This is an optimization exercise on Yosys and OpenROAD, whose aim is small area, a short achievable clock period and few clock cycles per item, not a production implementation. Where RTL was checked, it was by simulation tests only, not by an equivalence proof against the original. The RTL of run 2 was laid out without a check of its function.

### design/flow/constraint.sdc
create_clock -name core_clock -period 48.0 [get_ports {clk}]
set_input_delay 9.6000 -clock core_clock [delete_from_list [all_inputs] [get_ports {clk}]]
set_output_delay 9.6000 -clock core_clock [all_outputs]
set_load 0.01 [all_outputs]
### design/flow/config.mk
export PLATFORM = sky130hd
export DESIGN_NAME = ibc_pal_pack
export DESIGN_NICKNAME = ibc_pal_pack
export VERILOG_FILES = /design/flow/design.v
export SDC_FILE = /design/flow/constraint.sdc
export NUM_CORES = 4
export LEC_CHECK = 0
export CAP_MARGIN = 20
export CORE_MARGIN = 2
export CORE_UTILIZATION = 40
export PLACE_DENSITY = 0.6
export SLEW_MARGIN = 20
### design/flow/design.v
module ibc_rescale (
    input  wire [7:0] c,         
    input  wire [2:0] ob_m1,     
    input  wire [2:0] nb_m1,     
    output wire [7:0] q          
);
    wire [8:0]  ob = {6'd0, ob_m1} + 9'd1;
    wire [8:0]  nb = {6'd0, nb_m1} + 9'd1;
    wire [7:0]  max_ob = 8'hFF >> (4'd8 - ob[3:0]);
    wire [7:0]  max_nb = 8'hFF >> (4'd8 - nb[3:0]);
    wire [7:0]  cc = (c > max_ob) ? max_ob : c;
    wire [16:0] num = {cc, 1'b0} * max_nb + {9'd0, max_ob};
    wire [8:0]  den = {max_ob, 1'b0};
    wire [16:0] quo = num / {8'd0, den};
    assign q = quo[7:0];
endmodule
module ibc_pal_pack (
    input  wire        clk,
    input  wire        rst,           
    input  wire        in_valid,
    output wire        in_ready,
    input  wire [7:0]  in_r,
    input  wire [7:0]  in_g,
    input  wire [7:0]  in_b,
    input  wire [7:0]  in_a,
    input  wire [2:0]  in_bpc_m1,     
    input  wire [2:0]  in_bits_m1,    
    input  wire        in_alpha,      
    output reg         out_valid,
    input  wire        out_ready,
    output reg  [31:0] out_value
);
    wire [7:0] rr, gg, bb, aa;
    ibc_rescale u_r (.c(in_r), .ob_m1(in_bpc_m1), .nb_m1(in_bits_m1), .q(rr));
    ibc_rescale u_g (.c(in_g), .ob_m1(in_bpc_m1), .nb_m1(in_bits_m1), .q(gg));
    ibc_rescale u_b (.c(in_b), .ob_m1(in_bpc_m1), .nb_m1(in_bits_m1), .q(bb));
    ibc_rescale u_a (.c(in_a), .ob_m1(in_bpc_m1), .nb_m1(in_bits_m1), .q(aa));
    wire [5:0]  nbits = {3'd0, in_bits_m1} + 6'd1;
    wire [31:0] r32 = {24'd0, rr};
    wire [31:0] g32 = {24'd0, gg};
    wire [31:0] b32 = {24'd0, bb};
    wire [31:0] a32 = {24'd0, aa};
    wire [31:0] packed_a = (r32 << (3 * nbits)) | (g32 << (2 * nbits)) | (b32 << nbits) | a32;
    wire [31:0] packed_n = (r32 << (2 * nbits)) | (g32 << nbits) | b32;
    wire [31:0] pack_v   = in_alpha ? packed_a : packed_n;
    assign in_ready = !out_valid || out_ready;
    always @(posedge clk) begin
        if (rst) begin
            out_valid <= 1'b0;
            out_value <= 32'd0;
        end else if (in_ready) begin
            out_valid <= in_valid;
            if (in_valid)
                out_value <= pack_v;
        end
    end
endmodule
### design/flow/run.sh
#!/bin/bash
# synth_recipe.tcl (not shown) runs the flow's synth.tcl, then flattens the netlist and writes it again
# the make line also repeats each setting of config.mk as NAME=value (left out here)
make -C /OpenROAD-flow-scripts/flow DESIGN_CONFIG=/design/flow/config.mk WORK_HOME=/design/flow/orfs CLKGATE_MAP_FILE= SYNTH_SCRIPT=/design/flow/synth_recipe.tcl finish
==> impl.org, run 1 <==
** Yosys
- Of the total synthesized cell area, the portion taken by XOR and XNOR cells is 0.08178.
- Of the total synthesized cell area, the portion taken by AND, OR, NAND and NOR gates is 0.2380.
- Fraction of synthesized cell area taken by the top area cell type :: 0.1751
- Synth Register Bits :: 33
- Most used flip-flop cell after synthesis :: sky130_fd_sc_hd__dfxtp_1
- The number of different library cells used by synthesis comes to 149.
- Cell accounting for the most synthesized area :: sky130_fd_sc_hd__ha_1
- In the synthesized netlist, the number of instances is 5177.
- For this run, asynchronously set or reset flops after synthesis account for 0.
- Post-Synthesis Net Count :: 5894
- Adder-cell area share of the yosys netlist :: 0.2555
- Of the post-synthesis cell area, the part taken by muxes is 0.05252.
- Number of warnings printed during yosys synthesis :: 1
- The compound-cell area share of the yosys netlist was 0.2977.
- Number of enable-type register cells in the synthesized netlist :: 0
- Largest cells by area after synthesis :: sky130_fd_sc_hd__ha_1 (18%), sky130_fd_sc_hd__fa_1 (7.9%), sky130_fd_sc_hd__nor2_1 (5.5%)
- Summed instance area of the synthesized netlist :: 37590 µm²
- Post-synthesis sequential area ratio :: 0.01757
- Post-synthesis average cell area :: 7.261 µm²
- Combinational family with the most area after synthesis :: compound AO/OA/AOI/OAI gates

** Floorplan
- Count of pins on the block boundary :: 77
- Initial standard-cell utilization of the core :: 0.4034
- The die is 310.6 µm wide.
- The floorplan step defined a die boundary enclosing 96440 µm².
- From bottom edge to top edge, the die measures 310.6 µm.
- Core region area :: 93190 µm²
- # rows :: 112

** Worst hold path
- End point of the worst hold path :: out_value[19]
- Start point of the worst min-delay path :: out_value[19]
- Hold crit path type :: register to register
- Counting instances, the worst hold path has a depth of 2.

** Routing
- Summed over all layers, the routed wires come to 130400 µm.
- The detailed router placed 40050 vias in this run.
- Number of iterations in the first detailed-routing pass :: 6
- Number of antenna-violating nets in the routed design :: 0
- Iter 0 DRT Violations :: 3009
- Wire length per cell :: 19.63 µm
- Residual DRC count :: 0
- Average via count per standard cell :: 6.030

** Finish
- Of the cells placed in the final design, the portion with a size suffix greater than 1 is 0.1366.
- The layout has 9499 filler cells.
- Final nets :: 6104
- The area growth from synthesis to layout is 13.37%.
- The number of antenna diodes in the final layout is 0.
- Leaving out fill and tap cells, the most frequent cells in the layout are sky130_fd_sc_hd__nor2_1 (536), sky130_fd_sc_hd__ha_1 (519), sky130_fd_sc_hd__nand2_1 (426), sky130_fd_sc_hd__inv_1 (347), sky130_fd_sc_hd__a21oi_1 (303).
- The library cell used most frequently in the layout, excluding fill and tap cells, is sky130_fd_sc_hd__nor2_1.
- Post-Layout Inst Area :: 42620 µm²
- Excluding fillers, the count of instances in the completed layout stands at 6642.
- Measured on the finished design, the core utilization comes to 0.4573.

** Critical path
- Worst flop-to-flop path endpoint :: out_value[7]
- Across all register-to-register paths, the minimum setup slack is 45780 ps.
- Worst endpoint required time :: 48130 ps
- Reg-to-reg startpoint :: out_valid
- The critical path is of the input port to register type.
- STA classifies the critical path startpoint as an input port.
- Worst path max stage delay :: 540 ps
- The number of cells on the worst reg-to-reg path is 8.
- STA classifies the critical path endpoint as a register.
- Largest fanout of any net on the critical path :: 34
- The slowest stage of the critical path is the sky130_fd_sc_hd__fa_1 cell.
- Counting stages on the worst path, the most repeated cell is sky130_fd_sc_hd__ha_1.
- Data arrives at the worst endpoint at 45760 ps.

** STA
- Sum of negative setup slack :: 0 ps
- Hold slack final :: 455.4 ps
- RSZ-0062 raised after global routing :: yes
- Final setup violation count :: 0
- Worst-case setup margin in the final layout :: 2371 ps
- Worst max-slew margin expressed relative to the limit :: 0.2244
- The final count of pins violating max slew was 0.
- Timing would allow up to 21.92 MHz.
- Dividing the final minimum period by the clock period gives 0.9506.
- For the pin with the worst max-slew slack, the measured transition is 1154 ps.
- Clock skew on the completed layout was measured at 1.887 ps.
- The smallest clock period supported by the final layout is computed as 45630 ps.
- Final number of hold-violating endpoints :: 0

** Clock tree
- At the later pin of the worst-skew pair, clock insertion delay measures 290 ps.
- After clock tree synthesis, the flow added hold-fix buffers numbering 0.
- After clock tree synthesis, the clock-pin slew on the worst setup and hold paths is 50 ps.
- Counting every sink on the clock net gives 33.
- TritonCTS built the clock tree.
- The clock passes through at most 2 buffers.
- Inserted Clock Buffers :: 5
- The cell sitting at the root of the clock tree is a sky130_fd_sc_hd__clkbuf_16.
- CTS HTree Levels :: 2

** Run
- Across the run, the number of max-cap violations was 0.

** Place
- The congestion estimate from routability-driven global placement came to 0.9841.
- Port buffering added 76 buffers.
- After legalization and detailed placement, the total HPWL measured 103800 µm.
- Counting tap cells, the placed design contains a total of 6582 instances.
- Placement Cell Area :: 41010 µm²
- At the placement stage, the worst setup path has a slack of -707.8 ps.

** GRT
- Summed over all layers, the global routing overflow is 0.
- Entering global routing, the biggest net connects 63 pins.
- The first global-routing pass estimated 207800 µm of wire.
- For this run, the total global-route usage over all layers was measured as 0.2590.
- The number of antenna violations at the first check in global routing was 4.
- Number of global-route vias before repair :: 38480

** Status
- The run finished with no timing, DRC or antenna violations.
state kept, by name (all words and copies together), names as in the netlist:
register,count
out_value,32
out_valid,1
cells in the mapped netlist, types with 18 or more instances:
master / number
sky130_fd_sc_hd__nor4_1: 30
sky130_fd_sc_hd__a211oi_1: 70
sky130_fd_sc_hd__clkbuf_1: 115
sky130_fd_sc_hd__nor2_1: 549
sky130_fd_sc_hd__o2111ai_1: 19
sky130_fd_sc_hd__nand3_1: 119
sky130_fd_sc_hd__ha_1: 526
sky130_fd_sc_hd__dfxtp_1: 33
sky130_fd_sc_hd__nor2b_1: 74
sky130_fd_sc_hd__xnor2_1: 212
sky130_fd_sc_hd__o21a_1: 121
sky130_fd_sc_hd__a21oi_1: 349
sky130_fd_sc_hd__and3_1: 43
sky130_fd_sc_hd__inv_1: 349
sky130_fd_sc_hd__o21bai_1: 26
sky130_fd_sc_hd__a21o_1: 111
sky130_fd_sc_hd__nand4_1: 41
sky130_fd_sc_hd__a22oi_1: 22
sky130_fd_sc_hd__mux2i_1: 80
sky130_fd_sc_hd__nand2b_1: 71
sky130_fd_sc_hd__o31ai_1: 77
sky130_fd_sc_hd__xor2_1: 125
sky130_fd_sc_hd__mux2_2: 88
sky130_fd_sc_hd__and2_1: 90
sky130_fd_sc_hd__fa_1: 148
sky130_fd_sc_hd__nor3_1: 171
sky130_fd_sc_hd__o22ai_1: 18
sky130_fd_sc_hd__a31oi_1: 49
sky130_fd_sc_hd__o31a_1: 18
sky130_fd_sc_hd__nand2_1: 430
sky130_fd_sc_hd__or3_1: 59
sky130_fd_sc_hd__o21ai_0: 252
sky130_fd_sc_hd__a211o_1: 28
sky130_fd_sc_hd__o211ai_1: 72
sky130_fd_sc_hd__a311oi_1: 18
sky130_fd_sc_hd__buf_2: 22
sky130_fd_sc_hd__o21ai_1: 25
sky130_fd_sc_hd__or2_2: 39
cell families (layout without fill, tap and decap cells):
| family | count (synthesis) | count (layout) |
|---|---|---|
| adders and majority gates | 680 | 680 |
| DFF | 33 | 33 |
| buffers and inverters | 527 | 736 |
| xor gates and xnor gates | 343 | 343 |
| muxes | 180 | 180 |
| AOI/OAI and AO/OA | 1583 | 1584 |
| and+or+nand+nor | 1831 | 1832 |
final cells by class:
class / instances / area (µm²) / area share
clock buffer: 6 / 128.9 / 0.003024
clock inverter: 2 / 10.01 / 0.0002349
inverter: 357 / 1349 / 0.03165
multi-input combinational: 4619 / 35890 / 0.8420
sequential: 33 / 660.6 / 0.01550
tap: 1254 / 1569 / 0.03682
timing repair buffer: 371 / 3014 / 0.07073
critical path: cells and delay by family:
kind	cells	cell delay [ps]
buffers and inverters	13	2390
AO/OA/AOI/OAI	69	13730
AND/OR/NAND/NOR	50	8950
multiplexers	8	2630
adder cells (fa/ha/maj)	22	7430
XOR/XNOR	5	920
worst max-delay path by stage:
stage / startpoint / endpoint / slack [ps] / cells past startpoint
after detailed placement: in_bpc_m1[2] / out_value[14] / -710 / 180
after global routing: in_bpc_m1[2] / out_value[14] / -270 / 182
after floorplan: in_bpc_m1[1] / out_value[7] / 60 / 187
final: in_bpc_m1[2] / out_value[0] / 2370 / 167
after CTS: in_bpc_m1[2] / out_value[3] / 5 / 180
after global placement: in_bpc_m1[2] / out_value[3] / 20 / 179
metal layers:
layer	share of wire	vias up	wire length, µm	global-route usage
met2	0.46	1205	60570	0.4452
met3	0.054	253	7068	0.02216
met4	0.039	0	5069	0.08561
li1	-	19510	-	-
met5	0	-	0	0
met1	0.44	19080	57650	0.3397
what timing repair did:
action                                  4_1_cts  5_1_grt
setup buffers                                 0       49
endpoints found under the setup margin       21       32
gates resized for setup                       7      248
pin swaps                                     0       32
cloned                                        0        3
Testbench counts, summed over its fixed seeds: cycles 16,008, items 16,000.
==> inputs of run 2 (changes only) <==
==> design/flow/design.v (replaced) <==
module ibc_rescale (
    input  wire [7:0] c,         
    input  wire [2:0] ob_m1,     
    input  wire [2:0] nb_m1,     
    output wire [7:0] q          
);
    wire [7:0] hi_mask = 8'hFE << ob_m1;
    wire       over    = |(c & hi_mask);
    reg  [15:0] w;
    always @(*) begin
        case (ob_m1)
            3'd0: w = {16{c[0]}};
            3'd1: w = {8{c[1:0]}};
            3'd2: w = {{5{c[2:0]}}, c[2]};
            3'd3: w = {4{c[3:0]}};
            3'd4: w = {{3{c[4:0]}}, c[4]};
            3'd5: w = {{2{c[5:0]}}, c[5:2]};
            3'd6: w = {{2{c[6:0]}}, c[6:5]};
            default: w = {2{c[7:0]}};
        endcase
    end
    wire [15:0] ws = w | {16{over}};
    wire [15:0] y  = ws >> (~nb_m1);
    wire [7:0]  i_ = y[15:8];
    wire [7:0]  a  = y[7:0];
    wire [7:0]  b  = ws[15:8];
    reg gt;
    integer k;
    always @(*) begin
        gt = 1'b0;
        for (k = 0; k < 7; k = k + 1)
            gt = (a[k] & ~b[k]) | (~(a[k] ^ b[k]) & gt);
    end
    wire up = a[7] & ~b[7] & gt;
    wire dn = ~a[7] & b[7] & ~gt;
    reg [7:0] q_r;
    reg       run;
    always @(*) begin
        run = up | dn;
        for (k = 0; k < 8; k = k + 1) begin
            q_r[k] = i_[k] ^ run;
            run    = run & (i_[k] ^ dn);
        end
    end
    assign q = q_r;
endmodule
module ibc_pal_pack (
    input  wire        clk,
    input  wire        rst,           
    input  wire        in_valid,
    output wire        in_ready,
    input  wire [7:0]  in_r,
    input  wire [7:0]  in_g,
    input  wire [7:0]  in_b,
    input  wire [7:0]  in_a,
    input  wire [2:0]  in_bpc_m1,     
    input  wire [2:0]  in_bits_m1,    
    input  wire        in_alpha,      
    output reg         out_valid,
    input  wire        out_ready,
    output reg  [31:0] out_value
);
    wire [7:0] rr, gg, bb, aa;
    ibc_rescale u_r (.c(in_r), .ob_m1(in_bpc_m1), .nb_m1(in_bits_m1), .q(rr));
    ibc_rescale u_g (.c(in_g), .ob_m1(in_bpc_m1), .nb_m1(in_bits_m1), .q(gg));
    ibc_rescale u_b (.c(in_b), .ob_m1(in_bpc_m1), .nb_m1(in_bits_m1), .q(bb));
    ibc_rescale u_a (.c(in_a), .ob_m1(in_bpc_m1), .nb_m1(in_bits_m1), .q(aa));
    wire [3:0]  nbits = {1'b0, in_bits_m1} + 4'd1;
    wire [15:0] rg = ({8'd0, rr} << nbits) | {8'd0, gg};
    wire [23:0] rgb = ({8'd0, rg} << nbits) | {16'd0, bb};
    wire [31:0] pack_v = in_alpha ? (({8'd0, rgb} << nbits) | {24'd0, aa}) : {8'd0, rgb};
    reg         skid_valid;
    reg  [31:0] skid_value;
    assign in_ready = !skid_valid;
    always @(posedge clk) begin
        if (rst) begin
            out_valid  <= 1'b0;
            skid_valid <= 1'b0;
        end else if (!out_valid || out_ready) begin
            out_valid  <= skid_valid || in_valid;
            skid_valid <= 1'b0;
        end else begin
            skid_valid <= skid_valid || in_valid;
        end
        if (!out_valid || out_ready)
            out_value <= skid_valid ? skid_value : pack_v;
        if (!skid_valid)
            skid_value <= pack_v;
    end
endmodule
--- a/design/flow/config.mk
+++ b/design/flow/config.mk
@@ -6,4 +6,5 @@
 export NUM_CORES = 4
 export LEC_CHECK = 0
+export ABC_AREA = 1
 export CAP_MARGIN = 20
 export CORE_MARGIN = 2
==> run 2 against run 1 <==
First-iteration DRC count shrank 55%. Die area shrank 73%. Count of clock-buffer cells in the layout grew 4. Largest cell class unchanged. Clock skew grew 8.1 ps. Via count shrank 69%. Register-to-register slack gained 320 ps. Maximum frequency grew to 2.8 times the previous value. Critical path depth shrank 119. Final area shrank 74%.
==> impl.org, run 2 <==
** Status
- The run finished with no timing, DRC or antenna violations.

** Critical path
- WP buf/inv :: 5
- Crit-path most repeated cell :: sky130_fd_sc_hd__nand2_1
- STA puts the critical path data required time at 48170 ps.
- Flop-to-flop setup slack :: 46100 ps
- Largest fanout of any net on the critical path :: 25
- Largest delay contributor family on the critical path :: simple AND/OR/NAND/NOR gates
- Crit path capture type :: register
- The critical path is of the input port to register type.
- Sort of element at the start of the critical path :: input port
- Worst path max stage delay :: 1110 ps
- The largest individual stage delay along the critical path comes from the cell sky130_fd_sc_hd__clkdlybuf4s50_1.
- Crit path arrival time :: 16700 ps

** Routing
- Iter 0 DRT Violations :: 1368
- The final route contains 12260 vias.
- Wire length per cell :: 16.55 µm
- Drt total wl :: 35230 µm
- After detailed routing, the number of remaining DRC violations is 0.
- Number of antenna-violating nets in the routed design :: 0
- The pre-antenna-repair detailed-routing pass consisted of 6 iterations.
- In the routed layout, each cell is associated on average with a via count of 5.757.

** Yosys
- Fraction of synthesized cell area taken by the top area cell type :: 0.1921
- By count the netlist is led by sky130_fd_sc_hd__nand2_1 (508), sky130_fd_sc_hd__nand3_1 (284), sky130_fd_sc_hd__nor2_1 (181).
- The synthesized netlist occupies a cell area of 9926 µm².
- Counting flops with an async set or reset pin after synthesis yields a share of 0.
- Of the synthesized area, sequential elements account for 0.1654.
- Number of enable-type register cells in the synthesized netlist :: 32
- The synthesized netlist contains 58 unique library cells.
- For this run, the leading register cell type out of synthesis is sky130_fd_sc_hd__dfxtp_1.
- Synthesis produced a netlist whose cell count is 1791.
- After synthesis, the mean cell area works out to 5.542 µm².
- Largest cells by area after synthesis :: sky130_fd_sc_hd__nand2_1 (19%), sky130_fd_sc_hd__nand3_1 (14%), sky130_fd_sc_hd__edfxtp_1 (9.7%)
- Of all cell types, the one taking the most synthesized area is sky130_fd_sc_hd__nand2_1.
- Among all cell types in the netlist, the one instantiated most often is sky130_fd_sc_hd__nand2_1.
- Synth Register Bits :: 66
- Counting every net in the synthesized netlist gives 1859.
- Yosys printed 2 warnings.

** Floorplan
- Initial standard-cell utilization of the core :: 0.4081
- In this run the core area contains 57 standard-cell rows.
- Y dimension of the die :: 161.5 µm
- Core region area :: 24320 µm²
- From left edge to right edge, the die measures 161.5 µm.
- In this run the count of I/O pins placed on the die edge is 77.
- The die covers 26090 µm².

** STA
- RSZ-0062 raised after global routing :: no
- Summed over all failing endpoints, the final setup total negative slack is 0 ps.
- Worst Clk Skew :: 10.02 ps
- Dividing the final minimum period by the clock period gives 0.3445.
- Achievable Freq :: 60.48 MHz
- Hold timing on the final database bottoms out at a slack of 450.7 ps.
- For the pin with the worst max-slew slack, the measured transition is 970.2 ps.
- Worst max-slew margin expressed relative to the limit :: 0.3511
- Final number of hold-violating endpoints :: 0
- The routed design could run at a clock period as short as 16530 ps.
- Number of slew-limit violations in the final report :: 0
- Final setup violation count :: 0

** Finish
- From synthesis to final layout, the design area changed by 11.80%.
- The largest registers in the layout are out_value x32, skid_value x32.
- The library cell used most frequently in the layout, excluding fill and tap cells, is sky130_fd_sc_hd__nand2_1.
- Final nets :: 1868
- After filler insertion, the fill cell instance count of the layout stands at 2664.
- Fraction of final layout cells with drive strength greater than 1 :: 0.05319
- Utilization after layout :: 0.4563
- Highest-count cells in the layout ignoring fill and taps :: sky130_fd_sc_hd__nand2_1 (508), sky130_fd_sc_hd__nand3_1 (284), sky130_fd_sc_hd__nor2_1 (180), sky130_fd_sc_hd__inv_1 (150), sky130_fd_sc_hd__o21ai_0 (105)
- The number of antenna diodes in the final layout is 0.

** Clock tree
- Setup bufs post-CTS :: 0
- In this run, CTS created clock tree buffers numbering 9.
- The H-tree was split into 3 levels.
- Clock Root Buffer :: sky130_fd_sc_hd__clkbuf_16
- Number of clock sinks :: 66
- TritonCTS built the clock tree.
- Clock-pin slew on the worst setup and hold paths :: 60 ps
- In this run the deepest clock path goes through 2 buffers.
- At the later pin of the worst-skew pair, clock insertion delay measures 340 ps.
- Buffers inserted to repair hold after CTS numbered 0.
- Resized Gates After CTS :: 0

** GRT
- The first global-routing pass estimated 57510 µm of wire.
- Entering global routing, the biggest net connects 91 pins.
- Antenna violations before repair :: 0
- For this run, the total global-route usage over all layers was measured as 0.2676.
- For this run the aggregate overflow at the end of global routing stands at 0.
- Number of global-route vias before repair :: 11220

** Worst hold path
- Hold crit path type :: register to register

** Place
- At the end of routability-driven placement, the weighted congestion stood at 1.018.
- Summed over all nets, the half-perimeter wirelength after detailed placement is 26470 µm.
- In this run the tool buffered the top-level ports with 76 buffer cells.

** Run
- Across the run, the number of max-cap violations was 0.
==> run 2: area by class of cell <==
type	instances	area, µm²	share of cell area
clock buffer	10	239.0	0.02154
clock inverter	6	65.06	0.005863
inverter	172	648.1	0.05841
multi-input combinational	1461	7234	0.6519
sequential	66	1642	0.1479
tap	324	405.4	0.03653
timing repair buffer	90	863.3	0.07780
==> run 2: worst min-delay path: cells and delay by family (launching register included) <==
family           cells  cell delay [ps]
and+or+nand+nor      2              120
DFF                  1              300
==> run 2: final timing paths <==
kind,from,to,cells past startpoint
hold / removal,skid_value[5],skid_value[5],2
setup / recovery,in_bpc_m1[2],out_value[12],48
setup reg to reg,skid_valid,out_value[23],5
hold reg to reg,skid_value[5],skid_value[5],2
==> run 2: metrics by stage <==
stage          std cells  setup slack (ps)  instance area, µm²
2_1_floorplan       1791             32620                9926
3_3_place_gp        2112             31330               10780
3_5_place_dp        2113             31270               10800
4_1_cts             2129             31600               11100
5_1_grt             2129             30710               11100
6_report            2129             31470               11100
==> run 2: cells by family (layout without fill, tap and decap cells) <==
| logic type | after synthesis | count (layout) | synth area share |
|---|---|---|---|
| and+or+nand+nor | 1116 | 1116 | 0.4997 |
| AOI/OAI and AO/OA | 285 | 285 | 0.1650 |
| buffers and inverters | 264 | 278 | 0.1068 |
| DFF | 66 | 66 | 0.1654 |
| xor gates and xnor gates | 29 | 29 | 0.02559 |
| adders and majority gates | 25 | 25 | 0.03151 |
| muxes | 6 | 6 | 0.006051 |
==> run 2: layer usage <==
metal | global-route usage | wire (µm) | vias to the layer above
met5 | 0 | 0 | -
met4 | 0.06859 | 854 | 0
met3 | 0.04032 | 2899 | 79
met2 | 0.4145 | 15120 | 600
met1 | 0.3874 | 16360 | 5506
li1 | - | - | 6071

==> static timing again, ports no longer ideal <==
The flow's constraints put no driver on any port. The routed layouts listed below were extracted and timed again, unchanged, in two steps. Step 1 assumes that a clkbuf_16 drives the clock port and a buf_2 every other input. Step 2 moves the port delays by t, midway between the first and last clock arrival at a register: inputs arrive t later, outputs are due t later. That takes back most of the time a late clock gives input paths. Three values: no drivers, after step 1, after step 2; two values: the first two.
run | t, ns | setup WS [ns] | worst setup path after step 2 | worst slew at a driven data input, ns
run 1 | 0.323 | 2.371 / 2.362 / 2.039 | input to register | 0.11
run 2 | 0.369 | 31.466 / 31.484 / 31.114 | input to register | 0.04
After both steps setup and hold are still met in every run listed. The setup slack of run 2, which loses most, moves by +0.018 ns with the drivers and by -0.352 ns with both steps.
